This design comes from an exercise in tuning for small area, a short achievable clock period and few clock cycles per item on the open sky130 flow, not from production work. In this exercise RTL edits were held to simulation tests only and were not proved equivalent to the original. No activity file was given, so power comes from the tool's default toggle rates.

Setup of the previous run:
Design cbv_encoder, start of the top module:
module cbv_encoder (
    input  wire        clk,
    input  wire        rst,
    input  wire        cfg_we,
    input  wire [3:0]  cfg_idx,
    input  wire [63:0] cfg_value,
    input  wire [15:0] cfg_len,
    input  wire [1:0]  cfg_kind,
    input  wire        start,
    input  wire [31:0] total_bits,
    input  wire [4:0]  alpha_n,
    output reg         src_re,
    output wire [10:0] src_addr,
    input  wire [31:0] src_rdata,
    output wire        busy,
    output reg         done,
    output reg         sym_valid,
    output reg  [3:0]  sym,
    output wire        err,
    output wire [7:0]  err_code,
    output wire [31:0] err_info,
    output wire [31:0] nsym,
    output wire [31:0] total_rank,
    output wire [32:0] stream_bits,
    input  wire [3:0]  usage_sel,
    output wire [31:0] usage_q
);
Size in the first run: roughly 350 I/O pins, roughly 120,000 µm² of cells after synthesis.
make LEC_CHECK=0 CAP_MARGIN=30 CORE_MARGIN=2 CORE_UTILIZATION=40 SETUP_SLACK_MARGIN=5 SLEW_MARGIN=50 finish   # period 12.0 ns
run.sh (not shown) runs the stock make flow with config.mk's settings and CLKGATE_MAP_FILE= SYNTH_SCRIPT=/design/flow/synth_recipe.tcl, a recipe that flattens the netlist after the stock synthesis.
Testbench counts of the previous run, summed over its fixed seeds: cycles 44,794, bits 332,171.
Setup changes, the previous run to the current run
-- flow/design.v --
<<< the previous run, line 71
    reg [9:0]  jl;              
    reg        lhv;             
    reg [3:0]  lhi;             
    reg        lh_ok;           
>>> the current run, line 71
    reg [9:0]  jl;              
    reg        lhv;             
    reg [17:0] lhT;             
    reg        lhm;             
    reg [3:0]  lhi;             
    reg        lh_ok;           
<<< the previous run, line 138
    wire        active = (cur < total_r);
    wire        allb  = (w == 64'd0) || (w == 64'hFFFF_FFFF_FFFF_FFFF);
    wire        rpos  = rinf || (re > cur);             
    reg [15:0] hit;
    reg [63:0] x;
>>> the current run, line 140
    wire        active = (cur < total_r);
    wire        allb  = (w == 64'd0) || (w == 64'hFFFF_FFFF_FFFF_FFFF);
    wire        rpos  = rinf || (re > cur);
    wire        cfit  = rinf || (!lhT[17] && {1'b0, cur} <= lhT);
    reg [15:0] hit;
    reg [63:0] x;
<<< the previous run, line 159
                fok = fok & (!lt[a] | G[a]) & (!eq[a] | P[a]);
            end
            hit[i] = lg[i] ? (lhv && lh_ok && rpos && lhi == i) : (inuse[i] && fok);
        end
    end
    wire any_und = !rpos && allb && (w[0] ? has1 : has0);
    wire lstale  = !lh_ok && rpos && allb && (rbit ? has1 : has0);
    reg [15:0] oh;
    reg [15:0] seen;
>>> the current run, line 162
                fok = fok & (!lt[a] | G[a]) & (!eq[a] | P[a]);
            end
            hit[i] = lg[i] ? (lhv && lh_ok && cfit && lneed && lhi == i) : (inuse[i] && fok);
        end
    end
    wire any_und = !rpos && allb && (w[0] ? has1 : has0);
    wire lneed   = rpos && allb && (w[0] == rbit);
    wire lstale  = lneed && (!lh_ok || (lhv && !cfit && lhm));
    reg [15:0] oh;
    reg [15:0] seen;
<<< the previous run, line 195
    wire dec  = (state == S_RUN) && active && winok && !lstale;
    wire emit = dec && !any_und && any_hit;
    wire qlive = qinf || (qe > cur);
    wire cap   = dec && any_und && qv && qlive;
    wire qpop  = qv && (cap || !qlive);
    wire [11:0] jbase = {cur[16:6] + {1'b0, jl}, cur[5]};
    wire [12:0] jin   = {1'b0, re[16:5]} - {1'b0, jbase};
    wire [2:0]  fq    = rinf ? NS : jin[12] ? 3'd0 : (jin[11:0] >= NS) ? NS : jin[2:0];
    wire        jmp   = (state == S_JUMP);
    wire [16:0] lcur  = jmp ? {jbase[11:1], cur[5:0]} : cur;
    wire [17:0] lrem  = {1'b0, re} - {1'b0, lcur};
    reg  [15:0] lcm, lseen, lcoh;
    reg  [15:0] llen;
>>> the current run, line 199
    wire dec  = (state == S_RUN) && active && winok && !lstale;
    wire emit = dec && !any_und && any_hit;
    wire rload = (state == S_RUN) && qv && !rpos;
    wire qpop  = rload;
    wire [11:0] jbase = {cur[16:6] + {1'b0, jl}, cur[5]};
    wire [12:0] jin   = {1'b0, re[16:5]} - {1'b0, jbase};
    wire [2:0]  fq    = rinf ? NS : jin[12] ? 3'd0 : (jin[11:0] >= NS) ? NS : jin[2:0];
    reg  [15:0] lcm, lseen, lcoh;
    reg  [15:0] llen;
<<< the previous run, line 220
    wire        lcany = |lcm;
    wire        lmore = |(lcm & ~lcoh);      
    wire        lfit  = rinf || (!lrem[17] && lrem[16:0] > {1'b0, llen});
    wire        leval = jmp || (state == S_RUN && !emit && !cap && !lh_ok);
    wire [31:0] sdiff  = sx ^ {32{rb}};
    reg  [4:0]  sctz;
>>> the current run, line 220
    wire        lcany = |lcm;
    wire        lmore = |(lcm & ~lcoh);      
    wire [17:0] lT    = {1'b0, re} - {2'b0, llen} - 18'd1;    
    wire        lnext = lh_ok && lstale;                         
    wire [31:0] sdiff  = sx ^ {32{rb}};
    reg  [4:0]  sctz;
<<< the previous run, line 318
                vb[k] <= mv[k];
            end
            if (leval) begin
                if (!lcany || (!lfit && !lmore)) begin
                    lhv   <= 1'b0;
                    lh_ok <= 1'b1;
                end else if (lfit) begin
                    lhv   <= 1'b1;
                    lhi   <= lci;
                    lh_ok <= 1'b1;
                end else begin
                    lh_ok <= 1'b0;
                    lp    <= {1'b0, lci} + 5'd1;
                end
            end else if (cap) begin
                lh_ok <= 1'b0;
                lp    <= 5'd0;
            end else if (emit && jsel) begin
                lh_ok <= 1'b0;
                lp    <= {1'b0, ssel};
            end else if (emit && lhv && lh_ok) begin
                lh_ok <= 1'b0;
                lp    <= {1'b0, lhi};
            end
            if (sym_valid) begin
>>> the current run, line 318
                vb[k] <= mv[k];
            end
            if (rload) begin
                re    <= qe;
                rinf  <= qinf;
                rbit  <= qb;
                lh_ok <= 1'b0;
                lp    <= 5'd0;
            end else if (lnext) begin
                lh_ok <= 1'b0;
                lp    <= {1'b0, lhi} + 5'd1;
            end else if (busy && !lh_ok) begin
                lhv   <= lcany;
                lhi   <= lci;
                lhT   <= lT;
                lhm   <= lmore;
                lh_ok <= 1'b1;
            end
            if (sym_valid) begin
<<< the previous run, line 395
                            state <= S_IDLE;
                        end
                    end else if (cap) begin
                        re   <= qe;
                        rinf <= qinf;
                        rbit <= qb;
                    end else if (dec && !any_und && !any_hit) begin
                        err_r <= 1'b1;
>>> the current run, line 389
                            state <= S_IDLE;
                        end
                    end else if (dec && !any_und && !any_hit) begin
                        err_r <= 1'b1;
Findings:
The current run completed end to end with timing, DRC and antenna clean.
Changes observed in the current run relative to the previous run: number of synthesized register bits went up by 19; clock network power consumption went down by 4.2%; non-filler instance count after layout went down by about 0.6%.
A critical path startpoint of sb[0] is what the previous run shows, while al[15][0] belongs to the current run.
Compared with the previous run, the current run shows a lower share of the clock period used by the worst path.
On width of the chip, the current run tracks the previous run almost exactly.
The current run against the previous run: non-clock buffer count now larger; total power consumption of the routed design lower; synthesized netlist cell count now sits lower.
Testbench counts of the current run, summed over its fixed seeds: cycles 44,331, bits 332,171.

[re-timing with driven ports]
Ports are ideal in the flow. The routed layouts listed here were re-timed in OpenROAD. Step 1 (the two cells are an assumption about what drives the block):
set clk [get_ports {clk}]
set_driving_cell -lib_cell sky130_fd_sc_hd__clkbuf_16 $clk
set_driving_cell -lib_cell sky130_fd_sc_hd__buf_2 [delete_from_list [all_inputs] $clk]
Step 2 also shifts input and output timing later by t, the mid clock arrival at the registers, as if the neighbouring blocks saw the same clock. Three values: no drivers, after step 1, after step 2; two values: the first two.
| run | shift t [ns] | slack for setup (ns) | worst hold slack (ns) | clock arrival spread, ns |
|---|---|---|---|---|
| the previous run | 1.079 | 4.304 / 4.304 / 4.304 | 0.403 / 0.403 / 0.403 | 0.139 / 0.139 |
| the current run | 1.039 | 4.542 / 4.542 / 4.542 | 0.371 / 0.371 / 0.371 | 0.083 / 0.083 |
After both steps setup and hold are still met in every run listed.
